This is an optimization exercise on Yosys and OpenROAD, whose aim is small area, a short achievable clock period and few clock cycles per item, not a production implementation. Only simulation tests tie the RTL to the original design; equivalence was not proved. Power is estimated from default activity; no workload was simulated.

== run a ==
Design ring_unit, start of the top module:
module ring_unit (
    input  wire        clk,
    input  wire        rst,
    input  wire        start,
    input  wire [1:0]  op,        
    input  wire [4:0]  klog2,
    input  wire [64:0] rx,
    input  wire [64:0] ry,
    output wire        ready,
    output reg         done,
    output reg  [2:0]  err,       
    output reg  [2:0]  err_src,   
    output wire [64:0] rz
);
For scale: ~310 flip-flops, roughly 210 I/O pins, roughly 56,000 µm² of cells after synthesis.
export LEC_CHECK = 0
export CAP_MARGIN = 20
export CORE_MARGIN = 2
export CORE_UTILIZATION = 35
export SETUP_SLACK_MARGIN = 5
export SLEW_MARGIN = 20
export TNS_END_PERCENT = 100
create_clock -name core_clock -period 11.0 [get_ports {clk}]
standard.sh (not shown) runs the stock make flow with config.mk's settings and CLKGATE_MAP_FILE= SYNTH_SCRIPT=/design/flow/synth_recipe.tcl, a recipe that flattens the netlist after the stock synthesis.
==> flow/flow/run.sh <==
#!/bin/bash
# The standard layout, with timing repair aiming further below the
# clock period (a larger setup slack margin); the SDC is unchanged.
set -euo pipefail
sed -e 's/SETUP_SLACK_MARGIN=[0-9.]*/SETUP_SLACK_MARGIN=7.5/' standard.sh > standard_margin.sh
bash standard_margin.sh > standard.log 2>&1
Run a terminated abnormally: global routing (5_1_grt) reported GRT-0232.
Testbench counts of run a, summed over its fixed seeds: cycles 20,506, items 1,600.
Changes in run b relative to run a:
==> flow/run.sh (new file) <==
#!/bin/bash
# synth_recipe.tcl (not shown) runs the flow's synth.tcl, then flattens the netlist and writes it again
# the make line also repeats each setting of config.mk as NAME=value (left out here)
make -C /OpenROAD-flow-scripts/flow DESIGN_CONFIG=/design/flow/config.mk WORK_HOME=/design/flow/orfs CLKGATE_MAP_FILE= SYNTH_SCRIPT=/design/flow/synth_recipe.tcl finish
removed: flow/flow/run.sh
removed: flow/standard.sh
Notes after the runs:
Run b: PASS, flow complete, no timing, DRC or antenna violations
Comparing run a against run b, there is no change at all in synthesized cell count.
Going from run a to run b, the number of gates resized after cts was found to have gone down by 1,841.
Weighted congestion reported at the end of routability-driven placement up 0.36% in run b wrt run a
HPWL after detailed placement came out higher on run b than on run a.
Run b: total CTS buffers about 4.7% above run a

========
## yarrow
Another version of the RTL of ring_unit (not shown whole).
For scale: about 6,900 cells after synthesis, roughly 210 I/O pins.
export LEC_CHECK = 0
export CAP_MARGIN = 20
export CORE_MARGIN = 2
export CORE_UTILIZATION = 35
export SETUP_SLACK_MARGIN = 5
export SLEW_MARGIN = 20
export TNS_END_PERCENT = 10
create_clock -name core_clock -period 11.0 [get_ports {clk}]
run.sh (not shown) runs the stock make flow with config.mk's settings and CLKGATE_MAP_FILE= SYNTH_SCRIPT=/design/flow/synth_recipe.tcl, a recipe that flattens the netlist after the stock synthesis.
Stock flow here: none of the scripts above is used.
Testbench counts of yarrow, summed over its fixed seeds: cycles 20,506, items 1,600.
Input changes introduced in delta (baseline for comparison: yarrow):
==> flow/flow/run.sh (new file) <==
#!/bin/bash
# The standard layout, but letting the resizer change a cell's
# footprint when it repairs timing (the platform default allows only
# same-footprint swaps), and repairing setup toward a slack of 5.5 ns.
# SDC, period and all other settings unchanged.
set -euo pipefail
sed -e 's/ SETUP_SLACK_MARGIN=5 / SETUP_SLACK_MARGIN=5.5 MATCH_CELL_FOOTPRINT=0 /' standard.sh > standard_fp.sh
grep -q "MATCH_CELL_FOOTPRINT=0" standard_fp.sh
bash standard_fp.sh > standard.log 2>&1
==> flow/standard.sh (new file) <==
#!/bin/bash
# synth_recipe.tcl (not shown) runs the flow's synth.tcl, then flattens the netlist and writes it again
# the make line also repeats each setting of config.mk as NAME=value (left out here)
make -C /OpenROAD-flow-scripts/flow DESIGN_CONFIG=/design/flow/config.mk WORK_HOME=/design/flow/orfs CLKGATE_MAP_FILE= SYNTH_SCRIPT=/design/flow/synth_recipe.tcl "${@:-finish}"
--- a/flow/config.mk
+++ b/flow/config.mk
@@ -10,0 +11 @@
+export CTS_BUF_LIST = sky130_fd_sc_hd__clkbuf_4 sky130_fd_sc_hd__clkbuf_8
@@ -13 +14 @@
-export TNS_END_PERCENT = 10
+export TNS_END_PERCENT = 100
removed: flow/run.sh
## What came out
Between yarrow and delta, the routing usage on met3 figures differ only marginally. The via-per-instance ratio on yarrow is in line with that on delta. Data required time of the critical path, yarrow and delta, higher one = delta. Cell row count of delta is on par with yarrow. Compared delta vs yarrow, and overall power consumption is up in delta.
--- input diff delta..pepper ---
==> flow/flow/run.sh <==
#!/bin/bash
# The standard layout, but letting the resizer change a cell's
# footprint when it repairs timing (the platform default allows only
# same-footprint swaps). SDC, period and all other settings unchanged.
set -euo pipefail
sed -e 's/ SETUP_SLACK_MARGIN=5 / SETUP_SLACK_MARGIN=5 MATCH_CELL_FOOTPRINT=0 /' standard.sh > standard_fp.sh
grep -q "MATCH_CELL_FOOTPRINT=0" standard_fp.sh
bash standard_fp.sh > standard.log 2>&1
delta -> pepper: tap cell instance count flat. delta → pepper: total wirelength of the detailed-routed design shows a reduction of 28,000 microns; sequential share of power now larger; non-clock buffer share of cell area now smaller; via count decreased 4.7%.
Input-level comparison between maple and pepper:
==> flow/run.sh (new file) <==
#!/bin/bash
# synth_recipe.tcl (not shown) runs the flow's synth.tcl, then flattens the netlist and writes it again
# the make line also repeats each setting of config.mk as NAME=value (left out here)
make -C /OpenROAD-flow-scripts/flow DESIGN_CONFIG=/design/flow/config.mk WORK_HOME=/design/flow/orfs CLKGATE_MAP_FILE= SYNTH_SCRIPT=/design/flow/synth_recipe.tcl finish
--- a/flow/config.mk
+++ b/flow/config.mk
@@ -11 +10,0 @@
-export CTS_BUF_LIST = sky130_fd_sc_hd__clkbuf_4 sky130_fd_sc_hd__clkbuf_8
removed: flow/flow/run.sh
removed: flow/standard.sh
Findings:
- maple did not stop at any stage, and its layout met the timing, DRC and antenna checks.
- Comparing maple against pepper, there is no change at all in tap cell count.
- maple vs. pepper: share of the clock period used by the worst path after layout +0.31 points, transition time at the pin with the least slew margin -120 ps.

static timing again, ports no longer ideal:
Ports are ideal in the flow. The routed layouts listed here were re-timed in OpenROAD. Step 1 (the two cells are an assumption about what drives the block):
set clk [get_ports {clk}]
set_driving_cell -lib_cell sky130_fd_sc_hd__clkbuf_16 $clk
set_driving_cell -lib_cell sky130_fd_sc_hd__buf_2 [delete_from_list [all_inputs] $clk]
Step 2 times the ports against the registers' clock, not the clock port: input delays grow and output delays shrink by t, the midpoint of the rising clock arrivals with the driver on. Slacks: ideal / step 1 / step 2; pairs: ideal / step 1.
run	t, ns	slack for setup (ns)	worst slew at a driven data input, ns
run b	0.762	4.738 / 4.738 / 4.738	0.15
yarrow	0.736	4.573 / 4.573 / 4.573	0.07
delta	0.871	5.097 / 5.097 / 5.097	0.08
pepper	0.871	4.779 / 4.779 / 4.764	0.07
maple	0.738	4.745 / 4.745 / 4.745	0.06
After both steps every run listed still meets setup and hold. The setup slack of pepper, which loses most, moves by 0.000 ns with the drivers and by -0.015 ns with both steps.
